From an optimization exercise on the open Yosys and OpenROAD flow, aimed at small area; shortcuts taken in it are not production practice. Function was checked by simulation only, so behaviour that the tests miss may differ from the original. Power and IR drop assume default switching activity.

File: flow/design.v
module b62_core (
    input  wire         clk,
    input  wire         rst,       
    input  wire         start,     
    input  wire         dec,       
    input  wire [1:0]   sel,       
    input  wire [5:0]   len,       
    input  wire [343:0] din,
    output wire         ready,
    output reg          done,
    output wire [1:0]   err,       
    output wire [5:0]   err_idx,   
    output wire [5:0]   out_len,
    output wire [343:0] dout
);
    localparam ERR_NONE  = 2'd0;
    localparam ERR_ALPHA = 2'd1;
    localparam ERR_FRAME = 2'd2;
    localparam ERR_OVF   = 2'd3;
    function [7:0] alpha;
        input [1:0] s;
        input [5:0] d;
        reg       s1, t1, t2;
        reg [6:0] k;
        begin
            s1 = (s == 2'd1);
            t1 = s1 ? (d < 6'd26) : (d < 6'd10);
            t2 = s1 ? (d < 6'd52) : (d < 6'd36);
            case (s)
                2'd1:    k = t1 ? 7'h41 : t2 ? 7'h47 : 7'h7C;    
                2'd2:    k = t1 ? 7'h30 : t2 ? 7'h57 : 7'h1D;    
                default: k = t1 ? 7'h30 : t2 ? 7'h37 : 7'h3D;    
            endcase
            alpha = {1'b0, {1'b0, d} + k};
        end
    endfunction
    function [6:0] sym;
        input [1:0] s;
        input [7:0] c;
        reg       isdig, inlet, ok;
        reg [5:0] k;
        begin
            isdig = (c[7:4] == 4'b0011) && !(c[3] && (c[2] || c[1]));
            inlet = (c[4:0] != 5'd0) && !(c[4] && c[3] && (c[2] || (c[1] && c[0])));
            ok    = isdig || (c[7:6] == 2'b01 && inlet);
            if (!c[6])      k = (s == 2'd1) ? 6'd36 : 6'd48;                         
            else if (!c[5]) k = (s == 2'd0) ? 6'd9 : (s == 2'd1) ? 6'd63 : 6'd35;    
            else            k = (s == 2'd0) ? 6'd35 : (s == 2'd1) ? 6'd25 : 6'd9;    
            sym = {ok, {1'b0, c[4:0]} + k};
        end
    endfunction
    reg  [343:0] ring;        
    reg  [7:0]   x;           
    reg  [7:0]   r;           
    reg          busy;
    reg          dec_r;
    reg  [1:0]   sel_r;
    reg  [5:0]   len_r;
    reg  [5:0]   c;           
    reg  [5:0]   j;           
    reg          pre;         
    reg          clr;         
    reg          fin;         
    reg          after;       
    reg          nz;          
    reg  [1:0]   err_r;
    assign ready   = !busy;
    assign dout    = ring;
    assign err     = err_r;
    assign err_idx = (err_r == ERR_ALPHA) ? j : 6'd0;
    assign out_len = (err_r == ERR_NONE) ? j : 6'd0;
    wire [7:0] top   = ring[343:336];
    wire       div   = !pre && !clr;
    wire       m_ins = div && !after && (c == j);    
    wire       m_dir = div && !after && (c != j);
    wire       inchk = (c < len_r);                  
    reg        s_ok;
    reg  [6:0] s_k;
    always @* begin
        s_ok = ((top[7:4] == 4'b0011) && !(top[3] && (top[2] || top[1]))) ||
               (top[7:6] == 2'b01 && (top[4:0] != 5'd0) &&
                !(top[4] && top[3] && (top[2] || (top[1] && top[0]))));
        if (dec_r) begin
            if (!top[6])      s_k = (sel_r == 2'd1) ? 7'd36 : 7'd48;
            else if (!top[5]) s_k = (sel_r == 2'd0) ? 7'd9 : (sel_r == 2'd1) ? 7'd63 : 7'd35;
            else              s_k = (sel_r == 2'd0) ? 7'd35 : (sel_r == 2'd1) ? 7'd25 : 7'd9;
        end else begin
            case (sel_r)
                2'd1:    s_k = (r[5:0] < 6'd26) ? 7'h41 : (r[5:0] < 6'd52) ? 7'h47 : 7'h7C;
                2'd2:    s_k = (r[5:0] < 6'd10) ? 7'h30 : (r[5:0] < 6'd36) ? 7'h57 : 7'h1D;
                default: s_k = (r[5:0] < 6'd10) ? 7'h30 : (r[5:0] < 6'd36) ? 7'h37 : 7'h3D;
            endcase
        end
    end
    wire [6:0] s_sum = (dec_r ? {2'b00, top[4:0]} : {1'b0, r[5:0]}) + s_k;
    wire [6:0] cs    = {s_ok, s_sum[5:0]};
    wire       hit   = pre && dec_r && inchk && !cs[6];    
    wire       frame = (len_r == 6'd1) || (len_r[1:0] == 2'd0);
    wire [5:0] jn    = j + 6'd1;
    wire [5:0] lnx   = len_r - (dec_r ? ((len_r[1:0] == 2'd1) ? 6'd2 : 6'd1)
                                      : {5'd0, j[1:0] != 2'd0});
    wire       last  = dec_r ? (len_r == 6'd2) : (lnx == 6'd0 && jn[1:0] != 2'd0);
    wire [9:0]  u  = {r[5:0], 3'b000} + {2'b00, top};    
    wire [3:0]  q2 = u / 10'd62;
    wire [5:0]  re = u % 10'd62;
    wire [7:0]  qe = {r[5:0], 2'b00} + {4'd0, q2};
    wire [13:0] td = {r, 6'd0} - {r, 1'b0} + {8'd0, top[5:0]};
    wire [7:0]  qd = {2'b00, td[13:8]};
    wire [7:0]  rd = td[7:0];
    wire [7:0] q   = dec_r ? qd : qe;
    wire [7:0] ins = dec_r ? r : {1'b0, s_sum};
    wire [7:0] pv  = !inchk ? 8'd0 : dec_r ? {2'b00, cs[5:0]} : top;
    wire [7:0] y = clr   ? 8'd0 :
                   pre   ? pv :
                   m_dir ? q :
                   m_ins ? ins : x;
    wire load = start && !busy;
    always @(posedge clk) begin
        ring <= {ring[335:0], y} | (din & {344{load}});
        x    <= top;
        if (rst) begin
            busy <= 1'b1;
            clr  <= 1'b1;
            pre  <= 1'b0;
            fin  <= 1'b0;
            c    <= 6'd42;
            done <= 1'b0;
        end else begin
            done <= 1'b0;
            if (!busy) begin
                if (start) begin
                    busy    <= 1'b1;
                    dec_r   <= dec;
                    sel_r   <= sel;
                    len_r   <= len;
                    c       <= 6'd42;
                    j       <= 6'd0;
                    pre     <= 1'b1;
                    clr     <= 1'b0;
                    err_r   <= ERR_NONE;
                end
            end else begin
                c       <= c - 6'd1;
                if (m_dir && qd != 8'd0) nz <= 1'b1;
                if (m_dir) r <= dec_r ? rd : {2'b00, re};
                if (m_ins || pre) r <= 8'd0;
                if (m_ins) after <= 1'b1;
                if (hit && err_r == ERR_NONE) err_r <= ERR_ALPHA;
                if (pre && dec_r && inchk && cs[6] && err_r == ERR_NONE) j <= jn;
                if (c == 6'd0) begin
                    c     <= 6'd43;
                    nz    <= 1'b0;
                    after <= 1'b0;
                    pre   <= 1'b0;
                    if (div) begin
                        j     <= jn;
                        len_r <= lnx;
                    end
                    if (clr) begin
                        busy <= 1'b0;
                        done <= fin;
                    end else if (pre) begin
                        if (err_r != ERR_NONE || hit) begin
                            clr <= 1'b1;
                            fin <= 1'b1;
                            c   <= 6'd42;
                        end else if (dec_r && frame) begin
                            err_r <= ERR_FRAME;
                            clr   <= 1'b1;
                            fin   <= 1'b1;
                            c     <= 6'd42;
                        end else begin
                            j <= 6'd0;
                        end
                    end else if (last) begin
                        clr <= 1'b1;
                        c   <= 6'd42;
                        if (dec_r && nz) begin
                            err_r <= ERR_OVF;
                            fin   <= 1'b1;
                        end else begin
                            fin  <= 1'b0;
                            done <= 1'b1;
                        end
                    end
                end
            end
        end
    end
endmodule
File: flow/flow/run.sh
#!/bin/bash
# The standard layout (standard.sh), with two changes to how it is made:
# ports are buffered with the smallest buffer instead of a delay buffer, and
# clock tree synthesis uses small clock buffers and no dummy loads.
set -euo pipefail
export BUFFER_PORTS_ARGS="-buffer_cell sky130_fd_sc_hd__buf_1"
export CTS_ARGS="-sink_clustering_enable -repair_clock_nets -dont_use_dummy_load -buf_list {sky130_fd_sc_hd__clkbuf_8} -sink_clustering_size 14 -sink_clustering_max_diameter 70"
bash standard.sh finish > standard.log 2>&1
File: flow/standard.sh
#!/bin/bash
# synth_recipe.tcl (not shown) runs the flow's synth.tcl, then flattens the netlist and writes it again
# the make line also repeats each setting of config.mk as NAME=value (left out here)
make -C /OpenROAD-flow-scripts/flow DESIGN_CONFIG=/design/flow/config.mk WORK_HOME=/design/flow/orfs CLKGATE_MAP_FILE= SYNTH_SCRIPT=/design/flow/synth_recipe.tcl "${@:-finish}"
File: flow/config.mk
export PLATFORM = sky130hd
export DESIGN_NAME = b62_core
export DESIGN_NICKNAME = b62_core
export VERILOG_FILES = /design/flow/design.v
export SDC_FILE = /design/flow/constraint.sdc
export NUM_CORES = 4
export LEC_CHECK = 0
export CAP_MARGIN = 20
export CORE_MARGIN = 2
export CORE_UTILIZATION = 40
export SLEW_MARGIN = 20
File: flow/constraint.sdc
create_clock -name core_clock -period 5.5 [get_ports {clk}]
set_input_delay 1.1000 -clock core_clock [delete_from_list [all_inputs] [get_ports {clk}]]
set_output_delay 1.1000 -clock core_clock [all_outputs]
set_load 0.01 [all_outputs]
==> report_table.html, run 1 <==
<table>
<tr><th>Metric</th><th>Value</th></tr>
<tr><th colspan="2">Status</th></tr>
<tr><td>Status</td><td>did not finish</td></tr>
<tr><td>Fail Step</td><td>I/O pin placement</td></tr>
<tr><td>Err</td><td>[ERROR PPL-0024] Number of IO pins (716) exceeds maximum number of available positions (700). Increase the die perimeter from 779.88um to 973.76um.</td></tr>
<tr><th colspan="2">Synth</th></tr>
<tr><td>Number of warnings reported in the yosys synthesis log</td><td>1</td></tr>
<tr><td>Mapped Avg Cell Area</td><td>10.70 µm²</td></tr>
<tr><td>Number of synthesized flops with an enable pin</td><td>27</td></tr>
<tr><td>Number of storage elements in the synthesis netlist</td><td>between 300 and 400</td></tr>
<tr><td>Net count after synthesis</td><td>about 1800</td></tr>
<tr><td>Sequential element share of the synthesized area</td><td>55.37%</td></tr>
<tr><td>Summed instance area of the synthesized netlist</td><td>~15000 µm²</td></tr>
<tr><td>Leading register cell type out of synthesis</td><td>sky130_fd_sc_hd__dfxtp_1</td></tr>
<tr><td>Synthesized instance count</td><td>between 1000 and 1500</td></tr>
<tr><td>Number of library cell types mapped by synthesis</td><td>a little over 80</td></tr>
<tr><td>Fraction of registers with async set/reset</td><td>0%</td></tr>
<tr><th colspan="2">Die</th></tr>
<tr><td>Die Wd</td><td>195.0 µm</td></tr>
<tr><td>Starting density of the core</td><td>just over 40%</td></tr>
<tr><td>Number of placement rows</td><td>69</td></tr>
<tr><td>Die Span Y</td><td>195.0 µm</td></tr>
</table>
-- kinds of logic after synthesis --
logic type / after synthesis / share of synthesized area, %
AO/OA/AOI/OAI: 550 / 27.49
flip-flops: 390 / 55.37
AND/OR/NAND/NOR: 225 / 7.471
buffers and inverters: 113 / 2.993
adder cells (fa/ha/maj): 43 / 3.885
XOR/XNOR: 34 / 2.144
multiplexers: 8 / 0.6433
-- synthesized netlist by cell type, types with 8 or more instances --
library cell	number	area (µm²)
sky130_fd_sc_hd__dfxtp_1	363	7267
sky130_fd_sc_hd__a31oi_1	11	68.82
sky130_fd_sc_hd__ha_1	38	475.5
sky130_fd_sc_hd__nand3_1	18	90.09
sky130_fd_sc_hd__o211ai_1	8	60.06
sky130_fd_sc_hd__a211oi_1	10	75.07
sky130_fd_sc_hd__a21oi_1	55	275.3
sky130_fd_sc_hd__nand2_1	55	206.5
sky130_fd_sc_hd__xor2_1	11	96.34
sky130_fd_sc_hd__a21o_1	350	2628
sky130_fd_sc_hd__and2_1	17	106.4
sky130_fd_sc_hd__clkbuf_1	57	214.0
sky130_fd_sc_hd__nor2_1	61	229.0
sky130_fd_sc_hd__and3_1	9	56.30
sky130_fd_sc_hd__nor2b_1	8	50.05
sky130_fd_sc_hd__nor3_1	23	115.1
sky130_fd_sc_hd__inv_1	48	180.2
sky130_fd_sc_hd__edfxtp_1	27	810.8
sky130_fd_sc_hd__o21ai_0	47	235.2
sky130_fd_sc_hd__xnor2_1	21	183.9
==> run 2, diff against run 1 <==
--- a/flow/design.v
+++ b/flow/design.v
@@ -77,12 +77,12 @@
     reg        s_ok;
     reg  [6:0] s_k;
     always @* begin
-        s_ok = ((top[7:4] == 4'b0011) && !(top[3] && (top[2] || top[1]))) ||
-               (top[7:6] == 2'b01 && (top[4:0] != 5'd0) &&
-                !(top[4] && top[3] && (top[2] || (top[1] && top[0]))));
+        s_ok = ((x[7:4] == 4'b0011) && !(x[3] && (x[2] || x[1]))) ||
+               (x[7:6] == 2'b01 && (x[4:0] != 5'd0) &&
+                !(x[4] && x[3] && (x[2] || (x[1] && x[0]))));
         if (dec_r) begin
-            if (!top[6])      s_k = (sel_r == 2'd1) ? 7'd36 : 7'd48;
-            else if (!top[5]) s_k = (sel_r == 2'd0) ? 7'd9 : (sel_r == 2'd1) ? 7'd63 : 7'd35;
+            if (!x[6])      s_k = (sel_r == 2'd1) ? 7'd36 : 7'd48;
+            else if (!x[5]) s_k = (sel_r == 2'd0) ? 7'd9 : (sel_r == 2'd1) ? 7'd63 : 7'd35;
             else              s_k = (sel_r == 2'd0) ? 7'd35 : (sel_r == 2'd1) ? 7'd25 : 7'd9;
         end else begin
             case (sel_r)
@@ -92,7 +92,7 @@
             endcase
         end
     end
-    wire [6:0] s_sum = (dec_r ? {2'b00, top[4:0]} : {1'b0, r[5:0]}) + s_k;
+    wire [6:0] s_sum = (dec_r ? {2'b00, x[4:0]} : {1'b0, r[5:0]}) + s_k;
     wire [6:0] cs    = {s_ok, s_sum[5:0]};
     wire       hit   = pre && dec_r && inchk && !cs[6];    
     wire       frame = (len_r == 6'd1) || (len_r[1:0] == 2'd0);
@@ -109,11 +109,9 @@
     wire [7:0]  rd = td[7:0];
     wire [7:0] q   = dec_r ? qd : qe;
     wire [7:0] ins = dec_r ? r : {1'b0, s_sum};
-    wire [7:0] pv  = !inchk ? 8'd0 : dec_r ? {2'b00, cs[5:0]} : top;
-    wire [7:0] y = clr   ? 8'd0 :
-                   pre   ? pv :
-                   m_dir ? q :
-                   m_ins ? ins : x;
+    wire [7:0] pv  = !inchk ? 8'd0 : dec_r ? {2'b00, cs[5:0]} : x;
+    wire       m_dly = div && after;
+    wire [7:0] y = ({8{pre}} & pv) | ({8{m_dir}} & q) | ({8{m_ins}} & ins) | ({8{m_dly}} & x);
     wire load = start && !busy;
     always @(posedge clk) begin
         ring <= {ring[335:0], y} | (din & {344{load}});
@@ -123,7 +121,7 @@
             clr  <= 1'b1;
             pre  <= 1'b0;
             fin  <= 1'b0;
-            c    <= 6'd42;
+            c    <= 6'd43;
             done <= 1'b0;
         end else begin
             done <= 1'b0;
@@ -133,7 +131,7 @@
                     dec_r   <= dec;
                     sel_r   <= sel;
                     len_r   <= len;
-                    c       <= 6'd42;
+                    c       <= 6'd43;
                     j       <= 6'd0;
                     pre     <= 1'b1;
                     clr     <= 1'b0;
@@ -163,18 +161,18 @@
                         if (err_r != ERR_NONE || hit) begin
                             clr <= 1'b1;
                             fin <= 1'b1;
-                            c   <= 6'd42;
+                            c   <= 6'd43;
                         end else if (dec_r && frame) begin
                             err_r <= ERR_FRAME;
                             clr   <= 1'b1;
                             fin   <= 1'b1;
-                            c     <= 6'd42;
+                            c     <= 6'd43;
                         end else begin
                             j <= 6'd0;
                         end
                     end else if (last) begin
                         clr <= 1'b1;
-                        c   <= 6'd42;
+                        c   <= 6'd43;
                         if (dec_r && nz) begin
                             err_r <= ERR_OVF;
                             fin   <= 1'b1;
--- a/flow/config.mk
+++ b/flow/config.mk
@@ -6,6 +6,7 @@
 export NUM_CORES = 4
 export LEC_CHECK = 0
 export CAP_MARGIN = 20
-export CORE_MARGIN = 2
-export CORE_UTILIZATION = 40
+export CORE_AREA = 4 4 211 211
+export DIE_AREA = 0 0 215 215
+export PLACE_DENSITY = 0.8
 export SLEW_MARGIN = 20
==> report_table.html, run 2 <==
<table>
<tr><th>Metric</th><th>Value</th></tr>
<tr><th colspan="2">Status</th></tr>
<tr><td>Status</td><td>no timing/DRC/antenna violations (was did not finish)</td></tr>
<tr><th colspan="2">Clocking</th></tr>
<tr><td>Post-CTS clock slew at the launch and capture registers of the worst setup and hold paths</td><td>~0.08 ns</td></tr>
<tr><td>Count of H-tree levels built during CTS</td><td>2</td></tr>
<tr><td>Maximum buffer depth of the clock tree</td><td>3</td></tr>
<tr><td>Cts bufs inserted</td><td>37</td></tr>
<tr><td>Buffer type at the clock tree root</td><td>sky130_fd_sc_hd__clkbuf_8</td></tr>
<tr><td>Clock latency of the later-clocked register in the worst-skew pair</td><td>between 0.6 and 0.7 ns</td></tr>
<tr><td>Clock sinks</td><td>a little under 400</td></tr>
<tr><td>Number of buffers inserted by hold repair at cts</td><td>0</td></tr>
<tr><td>Number of gates resized after cts</td><td>0</td></tr>
<tr><td>Setup Buffers After CTS</td><td>0</td></tr>
<tr><td>CTS tree</td><td>done</td></tr>
<tr><th colspan="2">Setup path</th></tr>
<tr><td>Biggest cell delay along the critical path</td><td>around 0.47 ns</td></tr>
<tr><td>WS Path Type</td><td>flip-flop to flip-flop</td></tr>
<tr><td>Worst-path maximum fanout</td><td>12</td></tr>
<tr><td>Critical Path Source Type</td><td>flip-flop</td></tr>
<tr><td>Reg-to-reg slack, setup</td><td>0.44 ns</td></tr>
<tr><td>Crit-path leading delay family</td><td>compound AO/OA/AOI/OAI gates</td></tr>
<tr><td>Nature of the critical path endpoint</td><td>flip-flop</td></tr>
<tr><td>FF-to-FF path depth</td><td>17</td></tr>
<tr><td>Crit Reg-Reg Startpoint</td><td>r[0]</td></tr>
<tr><td>Endpoint of the worst-slack reg-to-reg timing path</td><td>r[5]</td></tr>
<tr><td>Cell chain of the critical path</td><td>ha_1 &gt; fa_1 &gt; xor2_2 &gt; nand2_2 &gt; o311a_1 &gt; nor4_1 &gt; o21a_1 &gt; o211ai_1 &gt; nand3_1 &gt; o21ai_0 &gt; ha_1 &gt; nand3_1 &gt; nor2_1 &gt; o2bb2ai_1 &gt; o311ai_2 &gt; a2111oi_0 &gt; a211oi_1</td></tr>
<tr><td>Critical path's slowest cell</td><td>sky130_fd_sc_hd__edfxtp_1</td></tr>
<tr><td>Number of buffer and inverter instances along the worst setup path</td><td>0</td></tr>
<tr><td>Worst EP required</td><td>~5.8 ns</td></tr>
<tr><td>Arrival time of the worst setup path</td><td>5.37 ns</td></tr>
<tr><th colspan="2">Global route</th></tr>
<tr><td>Met2 track demand over resource in global routing</td><td>49.39%</td></tr>
<tr><td>Maximum number of pins on one net before global-route repair</td><td>between 200 and 250</td></tr>
<tr><td>Total gr overflow</td><td>0</td></tr>
<tr><td>Met1 track utilization from global routing</td><td>35.99%</td></tr>
<tr><td>Global-route track usage on met3</td><td>12.50%</td></tr>
<tr><td>Via count of the first global-routing pass</td><td>13525</td></tr>
<tr><td>Wire length of the first global-routing pass</td><td>101100 µm</td></tr>
<tr><td>Initial antenna violation count</td><td>25</td></tr>
<tr><td>Global Route Usage Sum</td><td>29.96%</td></tr>
<tr><td>Top Usage Layer GRT</td><td>met2</td></tr>
<tr><th colspan="2">Die</th></tr>
<tr><td>Number of placement rows</td><td>75 (was 69)</td></tr>
<tr><td>Starting density of the core</td><td>34.41% (was 40.81%)</td></tr>
<tr><td>Die Span Y</td><td>215 µm (was 195.0 µm)</td></tr>
<tr><td>Count of boundary I/O pins</td><td>716</td></tr>
<tr><td>Die Wd</td><td>215 µm (was 195.0 µm)</td></tr>
<tr><td>Area of the placeable core</td><td>42130 µm²</td></tr>
<tr><td>DIE AREA</td><td>roughly 46000 µm²</td></tr>
<tr><th colspan="2">Hold path</th></tr>
<tr><td>Worst hold start</td><td>ring[339]</td></tr>
<tr><td>Worst min-delay path endpoint</td><td>x[3]</td></tr>
<tr><td>Min-Delay Path Class</td><td>flip-flop to flip-flop</td></tr>
<tr><td>Cell count of the worst hold path</td><td>0</td></tr>
<tr><th colspan="2">Drt</th></tr>
<tr><td>Number of iterations in the first detailed-routing pass</td><td>6</td></tr>
<tr><td>Via count</td><td>13813</td></tr>
<tr><td>DR iter-0 viols</td><td>approximately 1300</td></tr>
<tr><td>Wire length per cell after detailed routing</td><td>between 20 and 30 µm</td></tr>
<tr><td>Number of remaining DRC errors</td><td>0</td></tr>
<tr><td>Routed wire length</td><td>between 70000 and 80000 µm</td></tr>
<tr><td>Post-detailed-route via-to-cell ratio</td><td>between 5 and 6</td></tr>
<tr><td>Routed Antenna Nets</td><td>0</td></tr>
<tr><th colspan="2">Cells and area</th></tr>
<tr><td>Number of filler instances in the final layout</td><td>between 4000 and 5000</td></tr>
<tr><td>Fraction of final layout cells with drive strength greater than 1</td><td>roughly 3.5%</td></tr>
<tr><td>Flip-flop count of the largest register, all copies and words added</td><td>between 300 and 400</td></tr>
<tr><td>Largest registers</td><td>ring (344), r (8), x (8)</td></tr>
<tr><td>Area growth syn-to-layout</td><td>25.46%</td></tr>
<tr><td>Leading cell type in the layout, fill and taps excluded</td><td>sky130_fd_sc_hd__buf_1</td></tr>
<tr><td>Top library cells by usage in the layout, fill and taps aside</td><td>715 x sky130_fd_sc_hd__buf_1, 363 x sky130_fd_sc_hd__dfxtp_1, 348 x sky130_fd_sc_hd__a21o_1, 54 x sky130_fd_sc_hd__nand2_1, 53 x sky130_fd_sc_hd__nor2_1</td></tr>
<tr><td>Post-layout net count</td><td>between 2000 and 2500</td></tr>
<tr><td>Largest register by flop count</td><td>ring</td></tr>
<tr><th colspan="2">Place</th></tr>
<tr><td>GPL Wtd Cong</td><td>1.042</td></tr>
<tr><td>DPL Wire Length</td><td>between 60000 and 70000 µm</td></tr>
<tr><td>Number of buffer cells added on primary ports</td><td>just over 700</td></tr>
<tr><th colspan="2">Synth</th></tr>
<tr><td>Summed instance area of the synthesized netlist</td><td>14500 µm² (was 14590 µm²)</td></tr>
<tr><td>Synthesized instance count</td><td>1336 (was 1363)</td></tr>
<tr><td>Number of library cell types mapped by synthesis</td><td>85 (was 81)</td></tr>
<tr><td>List of most frequent post-synthesis cells</td><td>363 x sky130_fd_sc_hd__dfxtp_1, 348 x sky130_fd_sc_hd__a21o_1, 54 x sky130_fd_sc_hd__nand2_1, 53 x sky130_fd_sc_hd__nor2_1, 51 x sky130_fd_sc_hd__clkbuf_1 (was 363 x sky130_fd_sc_hd__dfxtp_1, 350 x sky130_fd_sc_hd__a21o_1, 61 x sky130_fd_sc_hd__nor2_1, 57 x sky130_fd_sc_hd__clkbuf_1)</td></tr>
<tr><td>Net count after synthesis</td><td>1734 (was 1761)</td></tr>
<tr><td>Leading register cell type out of synthesis</td><td>sky130_fd_sc_hd__dfxtp_1 (unchanged)</td></tr>
<tr><td>Yosys top cell area share</td><td>50.13% (was 49.82%)</td></tr>
<tr><td>Number of warnings reported in the yosys synthesis log</td><td>1 (unchanged)</td></tr>
<tr><td>Number of storage elements in the synthesis netlist</td><td>390 (unchanged)</td></tr>
<tr><td>Number of synthesized flops with an enable pin</td><td>27 (unchanged)</td></tr>
<tr><td>Fraction of registers with async set/reset</td><td>0% (unchanged)</td></tr>
<tr><td>Most area-consuming cells after synthesis</td><td>sky130_fd_sc_hd__dfxtp_1 50%, sky130_fd_sc_hd__a21o_1 18%, sky130_fd_sc_hd__edfxtp_1 5.6% (unchanged)</td></tr>
<tr><td>Mapped Avg Cell Area</td><td>10.85 µm² (was 10.70 µm²)</td></tr>
<tr><td>Sequential element share of the synthesized area</td><td>55.72% (was 55.37%)</td></tr>
<tr><td>Post-synthesis cell type with the largest combined area</td><td>sky130_fd_sc_hd__dfxtp_1 (unchanged)</td></tr>
<tr><td>Most common cell in the synthesized netlist</td><td>sky130_fd_sc_hd__dfxtp_1 (unchanged)</td></tr>
<tr><th colspan="2">STA</th></tr>
<tr><td>Fmax</td><td>a little under 200 MHz</td></tr>
<tr><td>Max transition margin</td><td>about a fifth</td></tr>
<tr><td>Final Setup Violations</td><td>0</td></tr>
<tr><td>Number of endpoints with negative hold slack in the final report</td><td>0</td></tr>
<tr><td>Clock Skews</td><td>0.05656 ns</td></tr>
<tr><td>RSZ-0062 raised after global routing</td><td>false</td></tr>
<tr><td>Final Cycle Share</td><td>approximately 90%</td></tr>
<tr><td>Setup TNS</td><td>0 ns</td></tr>
<tr><td>Slew at the pin closest to its max-slew limit</td><td>about 1.2 ns</td></tr>
<tr><td>Max Slew Vio Count</td><td>0</td></tr>
<tr><td>Min Clock Period, post-route</td><td>around 5 ns</td></tr>
<tr><th colspan="2">Power</th></tr>
<tr><td>Total power density per cell area</td><td>about 250 nW/µm²</td></tr>
<tr><td>Leakage power total</td><td>0.009557 µW</td></tr>
<tr><td>Total design power</td><td>~4600 µW</td></tr>
<tr><td>Peak supply drop</td><td>0.2269 mV</td></tr>
<tr><th colspan="2">Run</th></tr>
<tr><td>Max-Cap Viols</td><td>0</td></tr>
</table>
-- run 2: cell types whose count changed after synthesis, sizes merged, moves of 6 or more --
cell,before,now
inv,48,40
nor2,61,53
buf,7,13
clkbuf,57,51
a21oi,56,48
o31ai,8,2
-- run 2: how the worst max path moves through the flow --
stage	from	end	slack [ns]	cells after the start
2_1_floorplan	r[0]	r[5]	1.11	18
3_3_place_gp	r[0]	r[5]	0.58	17
3_5_place_dp	r[1]	r[5]	0.52	17
4_1_cts	r[0]	r[5]	0.51	17
5_1_grt	r[0]	r[5]	0.001	17
6_report	r[0]	r[5]	0.44	17
-- run 2: final cells by class --
| type | instances | area [µm²] | area share [%] |
|---|---|---|---|
| timing repair buffer | 722 | 2749 | 15.11 |
| multi-input combinational | 839 | 5995 | 32.96 |
| clock buffer | 37 | 509.2 | 2.800 |
| antenna | 9 | 22.52 | 0.1238 |
| inverter | 43 | 161.4 | 0.8874 |
| sequential | 390 | 8078 | 44.41 |
| tap | 539 | 674.4 | 3.708 |
-- run 2: cells by family after synthesis --
| logic type | Yosys count | synth area share, % |
|---|---|---|
| AOI/OAI and AO/OA | 530 | 26.95 |
| DFF | 390 | 55.72 |
| muxes | 7 | 0.5264 |
| xor gates and xnor gates | 40 | 2.520 |
| adders and majority gates | 42 | 3.832 |
| and+or+nand+nor | 220 | 7.465 |
| buffers and inverters | 107 | 2.986 |
-- run 2: report_power, final --
part / total (µW) / internal [µW] / switching [µW]
Combinational: 169 / 78.8 / 90.0
Sequential: 2870 / 2860 / 13.0
Clock: 1560 / 603 / 962
Total: 4600 / 3540 / 1060
-- run 2: stage by stage --
step / hold slack, ns / utilization (%) / std cells / area (µm²) / setup WS (ns)
after floorplan: 0.3445 / - / 1336 / 14500 / 1.105
after global placement: 0.3718 / 41.91 / 2533 / 17660 / 0.5756
after detailed placement: 0.3825 / 41.91 / 2533 / 17660 / 0.5216
after CTS: 0.3581 / 43.12 / 2570 / 18170 / 0.5101
after global routing: 0.3720 / 43.14 / 2574 / 18180 / 0.001061
final: 0.3812 / 43.17 / 2579 / 18190 / 0.4395
-- run 2: metal layers --
metal | up-vias | wire length [µm]
li1 | 6169 | -
met1 | 6777 | 28260
met2 | 719 | 33670
met3 | 118 | 8319
met4 | 30 | 2210
met5 | - | 179
==> run 3, diff against run 2 <==
--- a/flow/config.mk
+++ b/flow/config.mk
@@ -8,5 +8,4 @@
 export CAP_MARGIN = 20
 export CORE_AREA = 4 4 211 211
 export DIE_AREA = 0 0 215 215
-export PLACE_DENSITY = 0.8
 export SLEW_MARGIN = 20
==> report_table.html, run 3 <==
<table>
<tr><th>Metric</th><th>Value</th></tr>
<tr><th colspan="2">Cells and area</th></tr>
<tr><td>Area growth syn-to-layout</td><td>25.46% (unchanged)</td></tr>
<tr><td>Flip-flop count of the largest register, all copies and words added</td><td>344 (unchanged)</td></tr>
<tr><td>Largest register by flop count</td><td>ring (unchanged)</td></tr>
<tr><td>Final standard cell count with taps included and fillers excluded</td><td>2573 (was 2579)</td></tr>
<tr><td>Leading cell type in the layout, fill and taps excluded</td><td>sky130_fd_sc_hd__buf_1 (unchanged)</td></tr>
<tr><td>Number of filler instances in the final layout</td><td>4305 (was 4223)</td></tr>
<tr><td>Post-layout net count</td><td>2430 (was 2431)</td></tr>
<tr><td>Top library cells by usage in the layout, fill and taps aside</td><td>715 x sky130_fd_sc_hd__buf_1, 363 x sky130_fd_sc_hd__dfxtp_1, 348 x sky130_fd_sc_hd__a21o_1, 54 x sky130_fd_sc_hd__nand2_1, 53 x sky130_fd_sc_hd__nor2_1 (unchanged)</td></tr>
<tr><td>Fraction of final layout cells with drive strength greater than 1</td><td>3.547% (was 3.545%)</td></tr>
<tr><td>Largest registers</td><td>ring (344), r (8), x (8) (unchanged)</td></tr>
<tr><th colspan="2">Synth</th></tr>
<tr><td>Yosys top cell area share</td><td>50.13% (unchanged)</td></tr>
<tr><td>Post-synthesis cell type with the largest combined area</td><td>sky130_fd_sc_hd__dfxtp_1 (unchanged)</td></tr>
<tr><td>Synthesized instance count</td><td>1336 (unchanged)</td></tr>
<tr><td>Leading register cell type out of synthesis</td><td>sky130_fd_sc_hd__dfxtp_1 (unchanged)</td></tr>
<tr><td>Fraction of registers with async set/reset</td><td>0% (unchanged)</td></tr>
<tr><td>Number of synthesized flops with an enable pin</td><td>27 (unchanged)</td></tr>
<tr><td>Most common cell in the synthesized netlist</td><td>sky130_fd_sc_hd__dfxtp_1 (unchanged)</td></tr>
<tr><td>Number of library cell types mapped by synthesis</td><td>85 (unchanged)</td></tr>
<tr><td>Number of storage elements in the synthesis netlist</td><td>390 (unchanged)</td></tr>
<tr><td>Net count after synthesis</td><td>1734 (unchanged)</td></tr>
<tr><td>Sequential element share of the synthesized area</td><td>55.72% (unchanged)</td></tr>
<tr><td>List of most frequent post-synthesis cells</td><td>363 x sky130_fd_sc_hd__dfxtp_1, 348 x sky130_fd_sc_hd__a21o_1, 54 x sky130_fd_sc_hd__nand2_1, 53 x sky130_fd_sc_hd__nor2_1, 51 x sky130_fd_sc_hd__clkbuf_1 (unchanged)</td></tr>
<tr><td>Number of warnings reported in the yosys synthesis log</td><td>1 (unchanged)</td></tr>
<tr><td>Summed instance area of the synthesized netlist</td><td>14500 µm² (unchanged)</td></tr>
<tr><td>Most area-consuming cells after synthesis</td><td>sky130_fd_sc_hd__dfxtp_1 50%, sky130_fd_sc_hd__a21o_1 18%, sky130_fd_sc_hd__edfxtp_1 5.6% (unchanged)</td></tr>
<tr><td>Mapped Avg Cell Area</td><td>10.85 µm² (unchanged)</td></tr>
<tr><th colspan="2">Power</th></tr>
<tr><td>Combinational cell fraction of total power</td><td>3.7% (about the same)</td></tr>
<tr><td>Leakage power total</td><td>0.009556 µW (was 0.009557 µW)</td></tr>
<tr><td>Sequential Power Share</td><td>62.0% (was 62.4%)</td></tr>
<tr><td>Proportion of total power due to net switching</td><td>23.55% (was 23.12%)</td></tr>
<tr><td>Peak supply drop</td><td>0.2172 mV (was 0.2269 mV)</td></tr>
<tr><td>Cell-internal power</td><td>3540 µW (was 3539 µW)</td></tr>
<tr><td>Total power density per cell area</td><td>254.6 nW/µm² (was 253.1 nW/µm²)</td></tr>
<tr><td>Total net switching power</td><td>1091 µW (was 1065 µW)</td></tr>
<tr><td>Clock share of power</td><td>34.3% (was 34.0%)</td></tr>
<tr><th colspan="2">STA</th></tr>
<tr><td>Worst setup slack after layout</td><td>0.4429 ns (was 0.4395 ns)</td></tr>
<tr><td>RSZ-0062 raised after global routing</td><td>false (unchanged)</td></tr>
<tr><td>Setup TNS</td><td>0 ns (unchanged)</td></tr>
<tr><td>Number of endpoints with negative hold slack in the final report</td><td>0 (unchanged)</td></tr>
<tr><td>Clock Skews</td><td>0.03682 ns (was 0.05656 ns)</td></tr>
<tr><td>Max Slew Vio Count</td><td>0 (unchanged)</td></tr>
<tr><td>Min Clock Period, post-route</td><td>5.057 ns (was 5.061 ns)</td></tr>
<tr><td>Worst hold-check slack</td><td>0.3876 ns (was 0.3812 ns)</td></tr>
<tr><td>Final Cycle Share</td><td>91.95% (was 92.01%)</td></tr>
<tr><td>Max transition margin</td><td>19.58% (was 20.08%)</td></tr>
<tr><td>Fmax</td><td>197.7 MHz (was 197.6 MHz)</td></tr>
<tr><td>Final Setup Violations</td><td>0 (unchanged)</td></tr>
<tr><td>Slew at the pin closest to its max-slew limit</td><td>1.197 ns (was 1.199 ns)</td></tr>
<tr><th colspan="2">Drt</th></tr>
<tr><td>Post-detailed-route via-to-cell ratio</td><td>5.356 (about the same)</td></tr>
<tr><td>Routed wire length</td><td>80860 µm (was 72640 µm)</td></tr>
<tr><td>Number of iterations in the first detailed-routing pass</td><td>5 (was 6)</td></tr>
<tr><td>Wire length per cell after detailed routing</td><td>31.43 µm (was 28.16 µm)</td></tr>
<tr><td>DR iter-0 viols</td><td>1642 (was 1298)</td></tr>
<tr><td>Routed Antenna Nets</td><td>0 (unchanged)</td></tr>
<tr><td>Number of remaining DRC errors</td><td>0 (unchanged)</td></tr>
<tr><td>Via count</td><td>13780 (was 13813)</td></tr>
<tr><th colspan="2">Die</th></tr>
<tr><td>DIE AREA</td><td>46230 µm² (unchanged)</td></tr>
<tr><td>Area of the placeable core</td><td>42130 µm² (unchanged)</td></tr>
<tr><td>Die Span Y</td><td>215 µm (unchanged)</td></tr>
<tr><td>Count of boundary I/O pins</td><td>716 (unchanged)</td></tr>
<tr><td>Number of placement rows</td><td>75 (unchanged)</td></tr>
<tr><td>Starting density of the core</td><td>34.41% (unchanged)</td></tr>
<tr><td>Die Wd</td><td>215 µm (unchanged)</td></tr>
<tr><th colspan="2">Setup path</th></tr>
<tr><td>WS Path Type</td><td>flip-flop to flip-flop (unchanged)</td></tr>
<tr><td>Nature of the critical path endpoint</td><td>flip-flop (unchanged)</td></tr>
<tr><td>Crit-path leading delay family</td><td>compound AO/OA/AOI/OAI gates (unchanged)</td></tr>
<tr><td>Cell chain of the critical path</td><td>ha_1 &gt; fa_1 &gt; xor2_2 &gt; nand2_2 &gt; o311a_1 &gt; nor4_1 &gt; o21a_1 &gt; o211ai_1 &gt; nand3_1 &gt; o21ai_0 &gt; ha_1 &gt; nand3_1 &gt; nor2_1 &gt; o2bb2ai_1 &gt; o311ai_2 &gt; a2111oi_0 &gt; a211oi_1 (unchanged)</td></tr>
<tr><td>Number of buffer and inverter instances along the worst setup path</td><td>0 (unchanged)</td></tr>
<tr><td>Reg-to-reg slack, setup</td><td>0.44 ns (about the same)</td></tr>
<tr><td>FF-to-FF path depth</td><td>17 (unchanged)</td></tr>
<tr><td>Biggest cell delay along the critical path</td><td>0.48 ns (was 0.47 ns)</td></tr>
<tr><td>Arrival time of the worst setup path</td><td>5.39 ns (was 5.37 ns)</td></tr>
<tr><td>Worst EP required</td><td>5.83 ns (was 5.81 ns)</td></tr>
<tr><td>Worst-path maximum fanout</td><td>12 (unchanged)</td></tr>
<tr><td>Critical path's slowest cell</td><td>sky130_fd_sc_hd__xor2_2 (was sky130_fd_sc_hd__edfxtp_1)</td></tr>
<tr><td>Crit Reg-Reg Startpoint</td><td>r[0] (unchanged)</td></tr>
<tr><td>Endpoint of the worst-slack reg-to-reg timing path</td><td>r[5] (unchanged)</td></tr>
<tr><td>Critical Path Source Type</td><td>flip-flop (unchanged)</td></tr>
<tr><th colspan="2">Status</th></tr>
<tr><td>Status</td><td>no timing/DRC/antenna violations (unchanged)</td></tr>
<tr><th colspan="2">Hold path</th></tr>
<tr><td>Worst hold start</td><td>ring[339] (unchanged)</td></tr>
<tr><td>Worst min-delay path endpoint</td><td>x[3] (unchanged)</td></tr>
<tr><td>Min-Delay Path Class</td><td>flip-flop to flip-flop (unchanged)</td></tr>
<tr><td>Cell count of the worst hold path</td><td>0 (unchanged)</td></tr>
<tr><th colspan="2">Clocking</th></tr>
<tr><td>Post-CTS clock slew at the launch and capture registers of the worst setup and hold paths</td><td>0.10 ns (was 0.08 ns)</td></tr>
<tr><td>Number of gates resized after cts</td><td>0 (unchanged)</td></tr>
<tr><td>CTS tree</td><td>done (unchanged)</td></tr>
<tr><td>Count of H-tree levels built during CTS</td><td>2 (unchanged)</td></tr>
<tr><td>Buffer type at the clock tree root</td><td>sky130_fd_sc_hd__clkbuf_8 (unchanged)</td></tr>
<tr><td>Clock latency of the later-clocked register in the worst-skew pair</td><td>0.62 ns (was 0.61 ns)</td></tr>
<tr><td>Clock sinks</td><td>390 (unchanged)</td></tr>
<tr><td>Setup Buffers After CTS</td><td>0 (unchanged)</td></tr>
<tr><td>Cts bufs inserted</td><td>37 (unchanged)</td></tr>
<tr><td>Number of buffers inserted by hold repair at cts</td><td>0 (unchanged)</td></tr>
<tr><td>Maximum buffer depth of the clock tree</td><td>3 (unchanged)</td></tr>
<tr><th colspan="2">Place</th></tr>
<tr><td>Cell count after placement</td><td>2532 (was 2533)</td></tr>
<tr><td>DPL Wire Length</td><td>69070 µm (was 61370 µm)</td></tr>
<tr><td>GPL Wtd Cong</td><td>1.078 (was 1.042)</td></tr>
<tr><td>Number of buffer cells added on primary ports</td><td>715 (unchanged)</td></tr>
<tr><td>Placement-stage worst setup slack</td><td>0.4611 ns (was 0.5216 ns)</td></tr>
<tr><th colspan="2">Global route</th></tr>
<tr><td>Global Route Usage Sum</td><td>33.48% (was 29.96%)</td></tr>
<tr><td>Wire length of the first global-routing pass</td><td>109200 µm (was 101100 µm)</td></tr>
<tr><td>Initial antenna violation count</td><td>16 (was 25)</td></tr>
<tr><td>Maximum number of pins on one net before global-route repair</td><td>159 (was 214)</td></tr>
<tr><td>Via count of the first global-routing pass</td><td>13265 (was 13525)</td></tr>
<tr><td>Total gr overflow</td><td>0 (unchanged)</td></tr>
<tr><th colspan="2">Run</th></tr>
<tr><td>Max-Cap Viols</td><td>0 (unchanged)</td></tr>
</table>
-- run 3: how the worst max path moves through the flow --
| stage | startpoint | to | slack (ns) | depth (start not counted) |
|---|---|---|---|---|
| 3_5_place_dp | r[1] | r[5] | 0.46 | 17 |
| 2_1_floorplan | r[0] | r[5] | 1.11 | 18 |
| 6_report | r[0] | r[5] | 0.44 | 17 |
| 5_1_grt | r[0] | r[5] | 0.02 | 17 |
| 4_1_cts | r[1] | r[5] | 0.46 | 17 |
| 3_3_place_gp | r[0] | r[5] | 0.59 | 17 |
-- run 3: power by group through the flow --
stage,logic (µW),registers [µW],clock network (µW)
2_1_floorplan,36.8,2930,0
3_3_place_gp,168,2940,0
3_5_place_dp,168,2940,0
4_1_cts,170,2870,1620
5_1_grt,187,2870,1720
6_report,173,2870,1590
-- run 3: per-layer routing --
layer	GRT usage (%)	share of wire, %
met5	0	0.084
met4	6.012	1.6
met3	10.56	10
met2	50.99	44
met1	47.44	44
-- run 3: kinds of logic after synthesis --
| kind of cell | share of synthesized area [%] |
|---|---|
| mux | 0.5264 |
| flops | 55.72 |
| fa+ha+maj | 3.832 |
| simple gates | 7.465 |
| xor+xnor | 2.520 |
| buf+inv | 2.986 |
| compound gates | 26.95 |
-- run 3: cell type report --
cell class              instances  area [µm²]  share of cell area [%]
repair buffers                721        2754                   15.14
clock buffers                  37       509.2                   2.800
inverters                      43       161.4                  0.8874
well taps                     539       674.4                   3.708
multi-input cells             839        6002                   33.00
diodes                          4       10.01                 0.05503
flip-flops and latches        390        8078                   44.41
-- run 3: metrics by stage --
step,instance area [µm²],power (µW),utilization [%]
finish,18190,4631,43.17
global placement,17660,3104,41.92
floorplan,14500,2969,-
CTS,18170,4665,43.13
detailed placement,17660,3105,41.92
global route,18180,4778,43.16
==> run 4, diff against run 3 <==
==> flow/flow/run.sh (replaced) <==
#!/bin/bash
# The standard layout (standard.sh), with two changes to how it is made:
# ports are buffered with the smallest buffer instead of a delay buffer, and
# clock tree synthesis uses small clock buffers and no dummy loads.
set -euo pipefail
export BUFFER_PORTS_ARGS="-buffer_cell sky130_fd_sc_hd__buf_1"
export CTS_ARGS="-sink_clustering_enable -repair_clock_nets -dont_use_dummy_load -buf_list {sky130_fd_sc_hd__clkbuf_8} -sink_clustering_size 18 -sink_clustering_max_diameter 60"
bash standard.sh finish > standard.log 2>&1
--- a/flow/config.mk
+++ b/flow/config.mk
@@ -8,4 +8,5 @@
 export CAP_MARGIN = 20
 export CORE_AREA = 4 4 211 211
 export DIE_AREA = 0 0 215 215
+export PLACE_DENSITY = 0.8
 export SLEW_MARGIN = 20
==> report_table.html, run 4 <==
<table>
<tr><th>Metric</th><th>Value</th></tr>
<tr><th colspan="2">STA</th></tr>
<tr><td>Worst hold-check slack</td><td>0.3674 ns (was 0.3876 ns)</td></tr>
<tr><td>Fmax</td><td>195.7 MHz (was 197.7 MHz)</td></tr>
<tr><td>Final Setup Violations</td><td>0 (unchanged)</td></tr>
<tr><td>Max transition margin</td><td>22.91% (was 19.58%)</td></tr>
<tr><td>Min Clock Period, post-route</td><td>5.110 ns (was 5.057 ns)</td></tr>
<tr><td>Slew at the pin closest to its max-slew limit</td><td>1.156 ns (was 1.197 ns)</td></tr>
<tr><td>Final Cycle Share</td><td>92.92% (was 91.95%)</td></tr>
<tr><td>Clock Skews</td><td>0.07548 ns (was 0.03682 ns)</td></tr>
<tr><td>Setup TNS</td><td>0 ns (unchanged)</td></tr>
<tr><td>RSZ-0062 raised after global routing</td><td>false (unchanged)</td></tr>
<tr><td>Max Slew Vio Count</td><td>0 (unchanged)</td></tr>
<tr><td>Number of endpoints with negative hold slack in the final report</td><td>0 (unchanged)</td></tr>
<tr><th colspan="2">Synth</th></tr>
<tr><td>Number of storage elements in the synthesis netlist</td><td>390 (unchanged)</td></tr>
<tr><td>Xor-xnor portion of the synthesized cell area</td><td>2.520% (unchanged)</td></tr>
<tr><td>Number of library cell types mapped by synthesis</td><td>85 (unchanged)</td></tr>
<tr><td>Yosys top cell area share</td><td>50.13% (unchanged)</td></tr>
<tr><td>Leading register cell type out of synthesis</td><td>sky130_fd_sc_hd__dfxtp_1 (unchanged)</td></tr>
<tr><td>Share of cell area taken by muxes after synthesis</td><td>0.5265% (unchanged)</td></tr>
<tr><td>Adder and majority cell fraction of the synthesized area</td><td>3.832% (unchanged)</td></tr>
<tr><td>Number of warnings reported in the yosys synthesis log</td><td>1 (unchanged)</td></tr>
<tr><td>Mapped Avg Cell Area</td><td>10.85 µm² (unchanged)</td></tr>
<tr><td>Synthesized instance count</td><td>1336 (unchanged)</td></tr>
<tr><td>Net count after synthesis</td><td>1734 (unchanged)</td></tr>
<tr><td>List of most frequent post-synthesis cells</td><td>363 x sky130_fd_sc_hd__dfxtp_1, 348 x sky130_fd_sc_hd__a21o_1, 54 x sky130_fd_sc_hd__nand2_1, 53 x sky130_fd_sc_hd__nor2_1, 51 x sky130_fd_sc_hd__clkbuf_1 (unchanged)</td></tr>
<tr><td>Fraction of registers with async set/reset</td><td>0% (unchanged)</td></tr>
<tr><td>Main combinational cell family by area after synthesis</td><td>compound AO/OA/AOI/OAI gates (unchanged)</td></tr>
<tr><td>Summed instance area of the synthesized netlist</td><td>14500 µm² (unchanged)</td></tr>
<tr><td>Most area-consuming cells after synthesis</td><td>sky130_fd_sc_hd__dfxtp_1 50%, sky130_fd_sc_hd__a21o_1 18%, sky130_fd_sc_hd__edfxtp_1 5.6% (unchanged)</td></tr>
<tr><td>Compound-cell area share of the yosys netlist</td><td>26.95% (unchanged)</td></tr>
<tr><td>Most common cell in the synthesized netlist</td><td>sky130_fd_sc_hd__dfxtp_1 (unchanged)</td></tr>
<tr><td>Post-synthesis cell type with the largest combined area</td><td>sky130_fd_sc_hd__dfxtp_1 (unchanged)</td></tr>
<tr><td>Sequential element share of the synthesized area</td><td>55.72% (unchanged)</td></tr>
<tr><td>Number of synthesized flops with an enable pin</td><td>27 (unchanged)</td></tr>
<tr><td>Fraction of the mapped netlist area in simple logic gates</td><td>7.465% (unchanged)</td></tr>
<tr><th colspan="2">Place</th></tr>
<tr><td>Post-detailed-placement cell area</td><td>17660 µm² (about the same)</td></tr>
<tr><td>Number of buffer cells added on primary ports</td><td>715 (unchanged)</td></tr>
<tr><td>GPL Wtd Cong</td><td>1.042 (was 1.078)</td></tr>
<tr><td>DPL Wire Length</td><td>61370 µm (was 69070 µm)</td></tr>
<tr><th colspan="2">Setup path</th></tr>
<tr><td>Critical Path Source Type</td><td>flip-flop (unchanged)</td></tr>
<tr><td>Worst EP required</td><td>5.78 ns (was 5.83 ns)</td></tr>
<tr><td>Number of buffer and inverter instances along the worst setup path</td><td>0 (unchanged)</td></tr>
<tr><td>Crit-path leading delay family</td><td>compound AO/OA/AOI/OAI gates (unchanged)</td></tr>
<tr><td>Critical path's slowest cell</td><td>sky130_fd_sc_hd__xor2_1 (was sky130_fd_sc_hd__xor2_2)</td></tr>
<tr><td>Arrival time of the worst setup path</td><td>5.39 ns (about the same)</td></tr>
<tr><td>Worst-path maximum fanout</td><td>13 (was 12)</td></tr>
<tr><td>Biggest cell delay along the critical path</td><td>0.83 ns (was 0.48 ns)</td></tr>
<tr><td>Cell chain of the critical path</td><td>ha_1 &gt; a21o_1 &gt; a21oi_1 &gt; xor2_1 &gt; o22a_1 &gt; a41oi_4 &gt; nor3_1 &gt; o211ai_1 &gt; nand3_1 &gt; o21ai_0 &gt; ha_1 &gt; nand3_1 &gt; nor2_1 &gt; o2bb2ai_1 &gt; o311ai_2 &gt; a2111oi_0 &gt; a211oi_1 (was ha_1 &gt; fa_1 &gt; xor2_2 &gt; nand2_2 &gt; o311a_1 &gt; nor4_1 &gt; o21a_1 &gt; o211ai_1 &gt; nand3_1 &gt; o21ai_0 &gt; ha_1 &gt; nand3_1 &gt; nor2_1 &gt; o2bb2ai_1 &gt; o311ai_2 &gt; a2111oi_0 &gt; a211oi_1)</td></tr>
<tr><td>WS Path Type</td><td>flip-flop to flip-flop (unchanged)</td></tr>
<tr><td>Reg-to-reg slack, setup</td><td>0.39 ns (was 0.44 ns)</td></tr>
<tr><td>Nature of the critical path endpoint</td><td>flip-flop (unchanged)</td></tr>
<tr><th colspan="2">Global route</th></tr>
<tr><td>Maximum number of pins on one net before global-route repair</td><td>214 (was 159)</td></tr>
<tr><td>Total gr overflow</td><td>0 (unchanged)</td></tr>
<tr><td>Wire length of the first global-routing pass</td><td>100700 µm (was 109200 µm)</td></tr>
<tr><td>Initial antenna violation count</td><td>26 (was 16)</td></tr>
<tr><td>Global Route Usage Sum</td><td>29.88% (was 33.48%)</td></tr>
<tr><td>Via count of the first global-routing pass</td><td>13441 (was 13265)</td></tr>
<tr><th colspan="2">Cells and area</th></tr>
<tr><td>Total area of multi-input combinational cells</td><td>6022 µm² (was 6002 µm²)</td></tr>
<tr><td>Final design area excluding fillers</td><td>18210 µm² (was 18190 µm²)</td></tr>
<tr><td>Area growth syn-to-layout</td><td>25.61% (was 25.46%)</td></tr>
<tr><td>Flip-flop count of the largest register, all copies and words added</td><td>344 (unchanged)</td></tr>
<tr><td>Largest registers</td><td>ring (344), r (8), x (8) (unchanged)</td></tr>
<tr><td>Leading cell type in the layout, fill and taps excluded</td><td>sky130_fd_sc_hd__buf_1 (unchanged)</td></tr>
<tr><td>Fraction of final layout cells with drive strength greater than 1</td><td>3.547% (unchanged)</td></tr>
<tr><td>Top library cells by usage in the layout, fill and taps aside</td><td>715 x sky130_fd_sc_hd__buf_1, 363 x sky130_fd_sc_hd__dfxtp_1, 348 x sky130_fd_sc_hd__a21o_1, 54 x sky130_fd_sc_hd__nand2_1, 53 x sky130_fd_sc_hd__nor2_1 (unchanged)</td></tr>
<tr><td>Sequential cell area</td><td>8078 µm² (unchanged)</td></tr>
<tr><td>Post-layout net count</td><td>2430 (unchanged)</td></tr>
<tr><td>Number of filler instances in the final layout</td><td>4214 (was 4305)</td></tr>
<tr><td>Largest register by flop count</td><td>ring (unchanged)</td></tr>
<tr><th colspan="2">Drt</th></tr>
<tr><td>DR iter-0 viols</td><td>1413 (was 1642)</td></tr>
<tr><td>Post-detailed-route via-to-cell ratio</td><td>5.343 (was 5.356)</td></tr>
<tr><td>Via count</td><td>13789 (was 13780)</td></tr>
<tr><td>Routed Antenna Nets</td><td>0 (unchanged)</td></tr>
<tr><td>Wire length per cell after detailed routing</td><td>28.05 µm (was 31.43 µm)</td></tr>
<tr><td>Routed wire length</td><td>72390 µm (was 80860 µm)</td></tr>
<tr><td>Number of remaining DRC errors</td><td>0 (unchanged)</td></tr>
<tr><td>Number of iterations in the first detailed-routing pass</td><td>6 (was 5)</td></tr>
<tr><th colspan="2">Die</th></tr>
<tr><td>Area of the placeable core</td><td>42130 µm² (unchanged)</td></tr>
<tr><td>Number of placement rows</td><td>75 (unchanged)</td></tr>
<tr><td>DIE AREA</td><td>46230 µm² (unchanged)</td></tr>
<tr><td>Die Wd</td><td>215 µm (unchanged)</td></tr>
<tr><td>Die Span Y</td><td>215 µm (unchanged)</td></tr>
<tr><td>Count of boundary I/O pins</td><td>716 (unchanged)</td></tr>
<tr><td>Starting density of the core</td><td>34.41% (unchanged)</td></tr>
<tr><th colspan="2">Status</th></tr>
<tr><td>Status</td><td>no timing/DRC/antenna violations (unchanged)</td></tr>
<tr><th colspan="2">Run</th></tr>
<tr><td>Max-Cap Viols</td><td>0 (unchanged)</td></tr>
<tr><th colspan="2">Clocking</th></tr>
<tr><td>Number of buffers inserted by hold repair at cts</td><td>0 (unchanged)</td></tr>
<tr><td>Clock sinks</td><td>390 (unchanged)</td></tr>
<tr><td>Post-CTS clock slew at the launch and capture registers of the worst setup and hold paths</td><td>0.10 ns (about the same)</td></tr>
<tr><td>Number of gates resized after cts</td><td>0 (unchanged)</td></tr>
<tr><td>Clock latency of the later-clocked register in the worst-skew pair</td><td>0.59 ns (was 0.62 ns)</td></tr>
<tr><td>CTS tree</td><td>done (unchanged)</td></tr>
<tr><td>Buffer type at the clock tree root</td><td>sky130_fd_sc_hd__clkbuf_8 (unchanged)</td></tr>
<tr><td>Cts bufs inserted</td><td>36 (was 37)</td></tr>
<tr><td>Maximum buffer depth of the clock tree</td><td>3 (unchanged)</td></tr>
<tr><td>Setup Buffers After CTS</td><td>0 (unchanged)</td></tr>
<tr><td>Count of H-tree levels built during CTS</td><td>2 (unchanged)</td></tr>
<tr><th colspan="2">Power</th></tr>
<tr><td>Peak supply drop</td><td>0.1956 mV (was 0.2172 mV)</td></tr>
<tr><td>Total power density per cell area</td><td>250.9 nW/µm² (was 254.6 nW/µm²)</td></tr>
<tr><td>Leakage power total</td><td>0.009554 µW (was 0.009556 µW)</td></tr>
<tr><th colspan="2">Hold path</th></tr>
<tr><td>Min-Delay Path Class</td><td>flip-flop to flip-flop (unchanged)</td></tr>
</table>
==> run 4: cell counts after synthesis <==
Identical to the previous run, type by type.
==> run 4: area by class of cell <==
cell class / count / area share (%)
diodes: 12 / 0.1649
clock buffers: 36 / 2.721
inverters: 43 / 0.8864
multi-input cells: 839 / 33.07
flip-flops and latches: 390 / 44.36
well taps: 539 / 3.703
repair buffers: 722 / 15.10
==> run 4: power breakdown <==
| group | internal [µW] | switching (µW) |
|---|---|---|
| clock | 588 | 941 |
| combinational | 78.8 | 89.5 |
| sequential | 2860 | 13.0 |
| total | 3530 | 1040 |
==> run 4: worst paths after layout <==
check | endpoint | depth (start not counted) | startpoint
setup / recovery | r[5] | 17 | r[1]
hold / removal | ring[40] | 1 | ring[32]
setup reg to reg | r[5] | 17 | r[1]
hold reg to reg | ring[40] | 1 | ring[32]
==> run 4: cell families (layout without fill, tap and decap cells) <==
group                    Yosys count  after routing
other                              0             12
multiplexers                       7              7
XOR/XNOR                          40             40
adder cells (fa/ha/maj)           42             42
AO/OA/AOI/OAI                    530            530
AND/OR/NAND/NOR                  220            220
buffers and inverters            107            801
flip-flops                       390            390
==> run 4: stage by stage <==
step,utilization (%),worst slack [ns],std cells,total power [µW]
detailed placement,41.91,0.5216,2533,3102
floorplan,-,1.105,1336,2969
finish,43.22,0.3896,2581,4570
CTS,43.08,0.4740,2569,4627
global placement,41.91,0.5756,2533,3099
global route,43.17,0.06175,2573,4755
==> run 4: layer usage <==
metal  wire length (µm)  track usage [%]  vias to the layer above
li1                   -                -                     6164
met1              28130            36.26                     6772
met2              33890            49.56                      704
met3               8364            12.51                      117
met4               1805            7.151                       32
met5                204                0                        -
==> run 4: worst reg2reg max path: stages, from the launching register on <==
cell and delay, ns:
sky130_fd_sc_hd__edfxtp_1 0.53, sky130_fd_sc_hd__ha_1 0.33, sky130_fd_sc_hd__a21o_1 0.20, sky130_fd_sc_hd__a21oi_1 0.26
sky130_fd_sc_hd__xor2_1 0.83, sky130_fd_sc_hd__o22a_1 0.32, sky130_fd_sc_hd__a41oi_4 0.21, sky130_fd_sc_hd__nor3_1 0.32
sky130_fd_sc_hd__o211ai_1 0.18, sky130_fd_sc_hd__nand3_1 0.14, sky130_fd_sc_hd__o21ai_0 0.13, sky130_fd_sc_hd__ha_1 0.29
sky130_fd_sc_hd__nand3_1 0.14, sky130_fd_sc_hd__nor2_1 0.06, sky130_fd_sc_hd__o2bb2ai_1 0.19, sky130_fd_sc_hd__o311ai_2 0.13
sky130_fd_sc_hd__a2111oi_0 0.47, sky130_fd_sc_hd__a211oi_1 0.11
==> run 5, diff against run 4 <==
--- a/flow/design.v
+++ b/flow/design.v
@@ -101,9 +101,11 @@
                                       : {5'd0, j[1:0] != 2'd0});
     wire       last  = dec_r ? (len_r == 6'd2) : (lnx == 6'd0 && jn[1:0] != 2'd0);
     wire [9:0]  u  = {r[5:0], 3'b000} + {2'b00, top};    
-    wire [3:0]  q2 = u / 10'd62;
-    wire [5:0]  re = u % 10'd62;
-    wire [7:0]  qe = {r[5:0], 2'b00} + {4'd0, q2};
+    wire [3:0]  ua = u[9:6];                              
+    wire [6:0]  v  = {2'b00, ua, 1'b0} + {1'b0, u[5:0]};
+    wire        ge = (v >= 7'd62);
+    wire [5:0]  re = ge ? v[5:0] + 6'd2 : v[5:0];
+    wire [7:0]  qe = {r[5:0], 2'b00} + {4'd0, ua} + {7'd0, ge};
     wire [13:0] td = {r, 6'd0} - {r, 1'b0} + {8'd0, top[5:0]};
     wire [7:0]  qd = {2'b00, td[13:8]};
     wire [7:0]  rd = td[7:0];
==> flow/flow/run.sh (replaced) <==
#!/bin/bash
# The standard layout (standard.sh), with two changes to how it is made:
# ports are buffered with the smallest buffer instead of a delay buffer, and
# clock tree synthesis uses small clock buffers and no dummy loads.
set -euo pipefail
export BUFFER_PORTS_ARGS="-buffer_cell sky130_fd_sc_hd__buf_1"
export CTS_ARGS="-sink_clustering_enable -repair_clock_nets -dont_use_dummy_load -buf_list {sky130_fd_sc_hd__clkbuf_8} -sink_clustering_size 14 -sink_clustering_max_diameter 70"
bash standard.sh finish > standard.log 2>&1
--- a/flow/config.mk
+++ b/flow/config.mk
@@ -8,5 +8,4 @@
 export CAP_MARGIN = 20
 export CORE_AREA = 4 4 211 211
 export DIE_AREA = 0 0 215 215
-export PLACE_DENSITY = 0.8
 export SLEW_MARGIN = 20
==> report_table.html, run 5 <==
<table>
<tr><th>Metric</th><th>Value</th></tr>
<tr><th colspan="2">Cells and area</th></tr>
<tr><td>Post-route core utilization</td><td>43.04% (was 43.22%)</td></tr>
<tr><td>Largest register by flop count</td><td>ring (unchanged)</td></tr>
<tr><td>Final standard cell count with taps included and fillers excluded</td><td>2548 (was 2581)</td></tr>
<tr><td>Largest registers</td><td>ring (344), r (8), x (8) (unchanged)</td></tr>
<tr><td>Leading cell type in the layout, fill and taps excluded</td><td>sky130_fd_sc_hd__buf_1 (unchanged)</td></tr>
<tr><td>Area growth syn-to-layout</td><td>26.24% (was 25.61%)</td></tr>
<tr><td>Top library cells by usage in the layout, fill and taps aside</td><td>715 x sky130_fd_sc_hd__buf_1, 363 x sky130_fd_sc_hd__dfxtp_1, 345 x sky130_fd_sc_hd__a21o_1, 44 x sky130_fd_sc_hd__ha_1, 43 x sky130_fd_sc_hd__a21oi_1 (was 715 x sky130_fd_sc_hd__buf_1, 363 x sky130_fd_sc_hd__dfxtp_1, 348 x sky130_fd_sc_hd__a21o_1, 54 x sky130_fd_sc_hd__nand2_1, 53 x sky130_fd_sc_hd__nor2_1)</td></tr>
<tr><th colspan="2">Clocking</th></tr>
<tr><td>Setup Buffers After CTS</td><td>0 (unchanged)</td></tr>
<tr><td>Clock latency of the later-clocked register in the worst-skew pair</td><td>0.61 ns (was 0.59 ns)</td></tr>
<tr><td>Cts bufs inserted</td><td>37 (was 36)</td></tr>
<tr><td>Clock sinks</td><td>390 (unchanged)</td></tr>
<tr><td>Buffer type at the clock tree root</td><td>sky130_fd_sc_hd__clkbuf_8 (unchanged)</td></tr>
<tr><td>Maximum buffer depth of the clock tree</td><td>3 (unchanged)</td></tr>
<tr><th colspan="2">STA</th></tr>
<tr><td>Final Cycle Share</td><td>92.77% (was 92.92%)</td></tr>
<tr><td>Clock Skews</td><td>0.04393 ns (was 0.07548 ns)</td></tr>
<tr><td>Max Slew Vio Count</td><td>0 (unchanged)</td></tr>
<tr><td>Worst hold-check slack</td><td>0.3842 ns (was 0.3674 ns)</td></tr>
<tr><td>Max transition margin</td><td>22.14% (was 22.91%)</td></tr>
<tr><td>RSZ-0062 raised after global routing</td><td>false (unchanged)</td></tr>
<tr><td>Slew at the pin closest to its max-slew limit</td><td>1.157 ns (was 1.156 ns)</td></tr>
<tr><td>Number of endpoints with negative hold slack in the final report</td><td>0 (unchanged)</td></tr>
<tr><th colspan="2">Synth</th></tr>
<tr><td>Net count after synthesis</td><td>1704 (was 1734)</td></tr>
<tr><td>Adder and majority cell fraction of the synthesized area</td><td>4.460% (was 3.832%)</td></tr>
<tr><td>List of most frequent post-synthesis cells</td><td>363 x sky130_fd_sc_hd__dfxtp_1, 345 x sky130_fd_sc_hd__a21o_1, 53 x sky130_fd_sc_hd__clkbuf_1, 44 x sky130_fd_sc_hd__a21oi_1, 44 x sky130_fd_sc_hd__ha_1 (was 363 x sky130_fd_sc_hd__dfxtp_1, 348 x sky130_fd_sc_hd__a21o_1, 54 x sky130_fd_sc_hd__nand2_1, 53 x sky130_fd_sc_hd__nor2_1, 51 x sky130_fd_sc_hd__clkbuf_1)</td></tr>
<tr><td>Fraction of the mapped netlist area in simple logic gates</td><td>7.073% (was 7.465%)</td></tr>
<tr><td>Number of synthesized flops with an enable pin</td><td>27 (unchanged)</td></tr>
<tr><td>Post-synthesis cell type with the largest combined area</td><td>sky130_fd_sc_hd__dfxtp_1 (unchanged)</td></tr>
<tr><td>Number of library cell types mapped by synthesis</td><td>85 (unchanged)</td></tr>
<tr><td>Number of warnings reported in the yosys synthesis log</td><td>1 (unchanged)</td></tr>
<tr><td>Main combinational cell family by area after synthesis</td><td>compound AO/OA/AOI/OAI gates (unchanged)</td></tr>
<tr><th colspan="2">Drt</th></tr>
<tr><td>Routed wire length</td><td>69710 µm (was 72390 µm)</td></tr>
<tr><td>Number of iterations in the first detailed-routing pass</td><td>5 (was 6)</td></tr>
<tr><td>Post-detailed-route via-to-cell ratio</td><td>5.251 (was 5.343)</td></tr>
<tr><td>Via count</td><td>13380 (was 13789)</td></tr>
<tr><th colspan="2">Die</th></tr>
<tr><td>Die Span Y</td><td>215 µm (unchanged)</td></tr>
<tr><td>DIE AREA</td><td>46230 µm² (unchanged)</td></tr>
<tr><td>Count of boundary I/O pins</td><td>716 (unchanged)</td></tr>
<tr><td>Number of placement rows</td><td>75 (unchanged)</td></tr>
<tr><th colspan="2">Status</th></tr>
<tr><td>Status</td><td>no timing/DRC/antenna violations (unchanged)</td></tr>
<tr><th colspan="2">Setup path</th></tr>
<tr><td>Worst-path maximum fanout</td><td>6 (was 13)</td></tr>
<tr><td>WS Path Type</td><td>flip-flop to flip-flop (unchanged)</td></tr>
<tr><td>Nature of the critical path endpoint</td><td>flip-flop (unchanged)</td></tr>
<tr><th colspan="2">Power</th></tr>
<tr><td>Peak supply drop</td><td>0.1901 mV (was 0.1956 mV)</td></tr>
<tr><td>Leakage power total</td><td>0.009537 µW (was 0.009554 µW)</td></tr>
<tr><th colspan="2">Global route</th></tr>
<tr><td>Initial antenna violation count</td><td>18 (was 26)</td></tr>
<tr><td>Maximum number of pins on one net before global-route repair</td><td>102 (was 214)</td></tr>
<tr><th colspan="2">Run</th></tr>
<tr><td>Max-Cap Viols</td><td>0 (unchanged)</td></tr>
<tr><th colspan="2">Place</th></tr>
<tr><td>Number of buffer cells added on primary ports</td><td>715 (unchanged)</td></tr>
<tr><th colspan="2">Hold path</th></tr>
<tr><td>Min-Delay Path Class</td><td>flip-flop to flip-flop (unchanged)</td></tr>
</table>
-- run 5: cell count changes in the layout (fill, tap and decap cells not counted), sizes merged, moves of 5 or more --
cell / before / now
a211oi: 6 / 13
and2: 18 / 13
diode: 12 / 4
ha: 38 / 44
nand2: 56 / 42
nand3: 14 / 21
nor2: 53 / 34
nor3: 27 / 19
o21ai: 47 / 40
-- run 5: layer usage --
metal  wire, µm  track usage, %
met4       1876           7.344
met1      27750           35.44
met3       6762           9.831
met5        148               0
met2      33170           48.00
-- run 5: cell type report --
| type | instances | area (µm²) |
|---|---|---|
| fillers | 4287 | 24000 |
| well taps | 539 | 674.4 |
| inverters | 44 | 166.4 |
| multi-input cells | 809 | 5901 |
| clock buffers | 37 | 509.2 |
| diodes | 4 | 10.01 |
| repair buffers | 725 | 2796 |
| flip-flops and latches | 390 | 8078 |
-- run 5: worst max-delay path: stages (launching register included) --
cell and delay (ns):
sky130_fd_sc_hd__edfxtp_1 0.49, sky130_fd_sc_hd__ha_1 0.22, sky130_fd_sc_hd__inv_1 0.05, sky130_fd_sc_hd__fa_1 0.46, sky130_fd_sc_hd__nor2b_1 0.26, sky130_fd_sc_hd__o21ai_0 0.11
sky130_fd_sc_hd__nand2b_1 0.14, sky130_fd_sc_hd__xor2_2 0.23, sky130_fd_sc_hd__inv_1 0.08, sky130_fd_sc_hd__fa_1 0.41, sky130_fd_sc_hd__nor2_1 0.12, sky130_fd_sc_hd__or4b_4 0.48
sky130_fd_sc_hd__a21boi_2 0.21, sky130_fd_sc_hd__o311ai_2 0.18, sky130_fd_sc_hd__nand2_1 0.18, sky130_fd_sc_hd__ha_1 0.23, sky130_fd_sc_hd__nor4bb_1 0.33, sky130_fd_sc_hd__a211oi_1 0.14
sky130_fd_sc_hd__a31oi_1 0.28, sky130_fd_sc_hd__o2111ai_1 0.17, sky130_fd_sc_hd__xnor2_1 0.16, sky130_fd_sc_hd__o21ai_0 0.08
-- run 5: where the power goes --
part / switching (µW) / total (µW) / internal [µW]
sequential: 13.8 / 2870 / 2860
combinational: 81.6 / 161 / 79.0
clock: 948 / 1550 / 603
-- run 5: what timing repair did --
item                                   in CTS  in global routing
endpoints found under the hold margin       0                  0
resized for setup                           0                  1
setup endpoints to repair                   0                  2
-- run 5: logic make-up (layout without fill, tap and decap cells) --
logic type,after synthesis,count (layout)
AO/OA/AOI/OAI,524,524
XOR/XNOR,38,38
adder cells (fa/ha/maj),49,49
buffers and inverters,101,806
flip-flops,390,390
multiplexers,6,6
other,0,4
AND/OR/NAND/NOR,192,192
-- run 5: path summary, 6_finish.rpt --
check	from	end	slack (ns)	cells past startpoint
worst max-delay path	r[0]	ring[7]	0.40	21
worst min-delay path	ring[343]	x[7]	0.38	0
worst max register to register	r[0]	ring[7]	0.40	21
worst min register to register	ring[343]	x[7]	0.38	0
-- run 5: per-stage QoR --
stage,total power [µW],worst slack (ns)
5_1_grt,4766,0.05075
3_5_place_dp,3096,0.3619
4_1_cts,4638,0.3872
6_report,4583,0.3977
3_3_place_gp,3092,0.4390
2_1_floorplan,2971,1.046

==> what the ideal ports hide <==
Ports are ideal in the flow. The routed layouts listed here were re-timed in OpenROAD.
Step 1, drivers: a clkbuf_16 drives clk and a buf_2 each remaining input, both assumed.
Step 2 also shifts input and output timing later by t, the mid clock arrival at the registers, as if the neighbouring blocks saw the same clock.
a / b / c = ideal / step 1 / step 2; a / b = the first two.
run	t, ns	slack for setup (ns)
run 2	0.633	0.439 / 0.439 / 0.439
run 3	0.652	0.443 / 0.443 / 0.443
run 4	0.604	0.390 / 0.390 / 0.390
run 5	0.630	0.398 / 0.398 / 0.398
After both steps setup and hold are still met in every run listed.
